Context: an optimization exercise on an open-source flow, tuned for small area. The choices shown serve that exercise and are no tape-out recipe.
In this exercise RTL edits were held to simulation tests only and were not proved equivalent to the original.
No driver is modelled on the clock port, so clocking that relies on it looks cheaper here than on a real chip.
Power figures rest on the tool's default switching activity, not on a simulated workload.

## run A
// ffm_sensor_link
module ffm_sensor_link (
    input  wire        clk,
    input  wire        rst,
    input  wire        rx_valid,
    input  wire [7:0]  rx_data,
    output wire        adc_req,
    output wire [1:0]  adc_chan,
    input  wire        adc_valid,
    input  wire [11:0] adc_data,
    output wire        tx_valid,
    output wire [7:0]  tx_data,
    input  wire        tx_ready
);
clock: 20.0 ns
lec_check: 0
cap_margin: 0
core_margin: 2
core_utilization: 70
slew_margin: 0
standard.sh (not shown) runs the stock make flow with config.mk's settings and CLKGATE_MAP_FILE= SYNTH_SCRIPT=/design/flow/synth_recipe.tcl, a recipe that flattens the netlist after the stock synthesis.
==> flow/flow/run.sh <==
#!/bin/bash
# Own flow: the standard layout (standard.sh), with these changes:
#  - synthesis (flow/synth.tcl) is the standard synthesis except for the
#    ABC mapping step, which tries the area-oriented scripts flow/*.abc and
#    keeps the smallest result, and ORFS's adder extraction is off; the
#    registers are mapped exactly as in the standard synthesis;
#  - port buffers are sky130_fd_sc_hd__buf_1 instead of the default pick;
#  - the clock tree is built from sky130_fd_sc_hd__clkbuf_4 without dummy
#    loads; flow/post_cts.tcl then swaps any clkbuf_4 that drives 12 or more
#    clock pins for a clkbuf_8 (clock-pin slew).
# make's full output goes to flow_make.log in the work folder; ORFS's
# per-step logs stay under orfs/logs/.
set -euo pipefail
W=$(pwd)
export FLOW_WORK="$W"
bash standard.sh \
  SYNTH_SCRIPT="$W/flow/synth.tcl" \
  ADDER_MAP_FILE= \
  "BUFFER_PORTS_ARGS=-buffer_cell sky130_fd_sc_hd__buf_1" \
  "CTS_ARGS=-sink_clustering_enable -repair_clock_nets -buf_list sky130_fd_sc_hd__clkbuf_4 -dont_use_dummy_load" \
  "POST_CTS_TCL=$W/flow/post_cts.tcl" \
  finish > "$W/flow_make.log" 2>&1
Other scripts of this flow, unchanged in this note and not shown: flow/flow/amap.abc, flow/flow/deep.abc, flow/flow/deepnf.abc, flow/flow/nf.abc, flow/flow/post_cts.tcl, flow/flow/synth.tcl
Setup changes, run A to run B
- SLEW_MARGIN changed from 0 to 20
- CAP_MARGIN changed from 0 to 20
==> summary.txt <==
- Design area came out exactly the same in run B and run A.
- As far as combinational power is concerned, run B and run A perform about the same.
- Comparing run A against run B, there is no change at all in final critical delay including setup and external delays.
- Summary of run B over run A: highest clock frequency the design can meet roughly the same; average footprint of a synthesized cell ~0 delta.
diff inputs: run B => run C
- GPL_TIMING_DRIVEN now 0, previously not set
Across run B and run C, the outcome is the same: a clean finish for every run.
Maximum cell stage delay along the critical path: run C higher than run B
Of run B and run C, the lower switching fraction of total power belongs to run C.
Summary: with run B as the reference, first-pass GRT wire length in run C moved down by a few percent.
Diff run B and run C: share of the cycle needed by the critical path after routing lower in run B
Against run B as the reference, run C delivers a lower portion of total power attributed to combinational logic.
Compared with run B, run C shows a lower power.
Minimum clock period after layout (run C over run B): increase, 0.17 ns
Run C against run B; routed wire length is down by a few percent.
Here is what was changed in the inputs of run D compared with run C.
- GPL_TIMING_DRIVEN removed (was 0)
==> flow/flow/deep_s1.abc (new file) <==
strash
&get -n
&fraig -x
&put
scorr
dc2
strash
&get -n
&deepsyn -T 30 -S 1
&put
strash
&get -n
&dch -f
&nf -R 1000 -p -a
&put
strash
dch -f
amap
==> flow/flow/deep_s2.abc (new file) <==
strash
&get -n
&fraig -x
&put
scorr
dc2
strash
&get -n
&deepsyn -T 30 -S 2
&put
strash
&get -n
&dch -f
&nf -R 1000 -p -a
&put
strash
dch -f
amap
Notes after the runs:
Lower largest fanout on the critical path goes to run C over run D. When run D is measured against run C, its placer congestion estimate turns out 1.0% higher. Total power: higher on run D. Run C leaves less setup margin than run D. Compared run D vs run C, and final worst-path cycle share is down in run D.

* * *

## job 101
Starting RTL as in the previous note.
==> flow/config.mk <==
export PLATFORM = sky130hd
export DESIGN_NAME = ffm_sensor_link
export DESIGN_NICKNAME = ffm_sensor_link
export VERILOG_FILES = /design/flow/design.v
export SDC_FILE = /design/flow/constraint.sdc
export NUM_CORES = 4
export LEC_CHECK = 0
export CAP_MARGIN = 20
export CORE_MARGIN = 2
export CORE_UTILIZATION = 70
export CTS_BUF_LIST = sky130_fd_sc_hd__clkbuf_8
export SLEW_MARGIN = 20
==> flow/constraint.sdc <==
create_clock -name core_clock -period 20.0 [get_ports {clk}]
set_input_delay 4.0000 -clock core_clock [delete_from_list [all_inputs] [get_ports {clk}]]
set_output_delay 4.0000 -clock core_clock [all_outputs]
set_load 0.01 [all_outputs]
==> flow/flow/run.sh <==
#!/bin/bash
# Own flow: the standard layout (standard.sh), with these changes:
#  - synthesis maps the logic with an area-oriented ABC script (flow/area.abc)
#    and without ORFS's adder extraction; registers are mapped exactly as in
#    the standard synthesis, only the combinational mapping differs;
#  - port buffers are sky130_fd_sc_hd__buf_1 instead of the default pick;
#  - any clock tree settings given below.
# make's full output goes to flow_make.log in the work folder; ORFS's
# per-step logs stay under orfs/logs/.
set -euo pipefail
W=$(pwd)
export FLOW_WORK="$W"
export AREA_ABC_SCRIPT="$W/flow/area.abc"
bash standard.sh \
  SYNTH_SCRIPT="$W/flow/synth.tcl" \
  ADDER_MAP_FILE= \
  "BUFFER_PORTS_ARGS=-buffer_cell sky130_fd_sc_hd__buf_1" \
  finish > "$W/flow_make.log" 2>&1
==> flow/flow/area.abc <==
strash
&get -n
&fraig -x
&put
scorr
dc2
strash
&get -n
&deepsyn -T 30
&put
strash
&get -n
&dch -f
&nf -R 1000 -p -a
&put
strash
dch -f
amap
==> flow/flow/synth.tcl <==
# The standard synthesis (synth_recipe.tcl in the work folder), with an
# area-oriented ABC script in place of ORFS's.
proc abc {args} {
  set i [lsearch $args -script]
  if {$i >= 0} { lset args [expr {$i + 1}] $::env(AREA_ABC_SCRIPT) }
  yosys abc {*}$args
}
source $::env(FLOW_WORK)/synth_recipe.tcl
Job 101 did not stop at any stage, and its layout met the timing, design-rule and antenna checks.
Input-level comparison between job 102 and job 101:
# job 101
export LEC_CHECK = 0
export CAP_MARGIN = 20
export CORE_MARGIN = 2
export CORE_UTILIZATION = 70
export CTS_BUF_LIST = sky130_fd_sc_hd__clkbuf_8
export SLEW_MARGIN = 20
create_clock -name core_clock -period 20.0 [get_ports {clk}]
# job 102
export LEC_CHECK = 0
export CAP_MARGIN = 20
export CORE_MARGIN = 2
export CORE_UTILIZATION = 70
export SLEW_MARGIN = 20
create_clock -name core_clock -period 20.0 [get_ports {clk}]
-- flow/flow/run.sh --
<<< job 101, line 16
  ADDER_MAP_FILE= \
  "BUFFER_PORTS_ARGS=-buffer_cell sky130_fd_sc_hd__buf_1" \
  finish > "$W/flow_make.log" 2>&1
>>> job 102, line 16
  ADDER_MAP_FILE= \
  "BUFFER_PORTS_ARGS=-buffer_cell sky130_fd_sc_hd__buf_1" \
  CTS_ARGS=-sink_clustering_enable\ -repair_clock_nets\ -buf_list\ sky130_fd_sc_hd__clkbuf_8\ -dont_use_dummy_load \
  finish > "$W/flow_make.log" 2>&1
## What came out
Job 101 and job 102 ended up with roughly the same non-clock buffer contribution to total cell area. Of job 101 and job 102, the run reporting the higher clock skew was job 102. The flow did not stop early for job 101: all stages ran, and the layout cleared the timing, design-rule and antenna checks. Every stage of the flow completed for job 102, and the final layout passed the timing, design-rule and antenna checks. The core of job 102 is less densely filled than that of job 101. Looking at worst setup slack across job 101 and job 102, the one that comes out higher is job 102.
[inputs] job 103 vs job 102
-- flow/flow/run.sh --
<<< job 102, line 16
  ADDER_MAP_FILE= \
  "BUFFER_PORTS_ARGS=-buffer_cell sky130_fd_sc_hd__buf_1" \
  CTS_ARGS=-sink_clustering_enable\ -repair_clock_nets\ -buf_list\ sky130_fd_sc_hd__clkbuf_8\ -dont_use_dummy_load \
  finish > "$W/flow_make.log" 2>&1
>>> job 103, line 16
  ADDER_MAP_FILE= \
  "BUFFER_PORTS_ARGS=-buffer_cell sky130_fd_sc_hd__buf_1" \
  CTS_ARGS=-sink_clustering_enable\ -repair_clock_nets\ -buf_list\ sky130_fd_sc_hd__clkbuf_4\ -dont_use_dummy_load \
  "POST_CTS_TCL=$W/flow/post_cts.tcl" \
  finish > "$W/flow_make.log" 2>&1
==> flow/flow/post_cts.tcl (new file) <==
# After clock tree synthesis: a clkbuf_4 that drives 12 or more clock pins
# is swapped for a clkbuf_8 so the flip-flop clock-pin slew stays low, then
# the placement is legalized again.
set block [ord::get_db_block]
set changed 0
foreach inst [$block getInsts] {
  if {[[$inst getMaster] getName] ne "sky130_fd_sc_hd__clkbuf_4"} { continue }
  set out [$inst findITerm X]
  set net [$out getNet]
  if {$net eq "NULL"} { continue }
  set fo [expr {[llength [$net getITerms]] - 1}]
  if {$fo >= 12} {
    replace_cell [$inst getName] sky130_fd_sc_hd__clkbuf_8
    incr changed
  }
}
puts "post_cts: upsized $changed clock buffers"
if {$changed} {
  detailed_placement
  check_placement -verbose
}
Results
The clock latency on the worst-skew pair number comes out higher for job 103 vs job 102.
Growth of design area from synthesis to finish (lower): job 103
Re wire length of the first global-routing pass: job 102 was lower than job 103.
[compare] base=job 102 new=job 103: aggregate routed wire length has increased; sequential portion of the cell area has increased; number of placed instances with taps included has remained practically unchanged; detailed-routing wirelength on met1 has increased.
Diff job 102..job 103 | synthesized area | unchanged

[what the ideal ports hide]
No port has a modelled driver above. Below, the same layouts with a new extraction and two added sets of constraints. Step 1: set_driving_cell puts a clkbuf_16 on clk and a buf_2 on each other input, an assumption about the parent block. Step 2, shift: input delay + t, output delay - t, t = (earliest + latest rising clock arrival at the registers) / 2. This alone moves slack from input paths to output paths. Slacks: ideal / step 1 / step 2; pairs: ideal / step 1.
run | shift t [ns] | setup WS [ns] | worst setup path at the end | clock arrival spread, ns | slew at the worst register clock pin (ns)
run A | 0.433 | 13.170 / 13.142 / 13.575 | register to output | 0.034 / 0.034 | 0.11 / 0.11
run B | 0.433 | 13.170 / 13.142 / 13.575 | register to output | 0.034 / 0.034 | 0.11 / 0.11
run C | 0.432 | 12.996 / 12.969 / 13.401 | register to output | 0.025 / 0.026 | 0.10 / 0.10
run D | 0.433 | 13.170 / 13.142 / 13.575 | register to output | 0.034 / 0.034 | 0.11 / 0.11
job 101 | 0.384 | 13.327 / 13.299 / 13.683 | register to output | 0.010 / 0.009 | 0.09 / 0.09
job 102 | 0.372 | 13.458 / 13.428 / 13.800 | register to output | 0.020 / 0.020 | 0.08 / 0.08
job 103 | 0.433 | 13.170 / 13.142 / 13.575 | register to output | 0.034 / 0.034 | 0.11 / 0.11
After both steps every run listed still meets setup and hold.
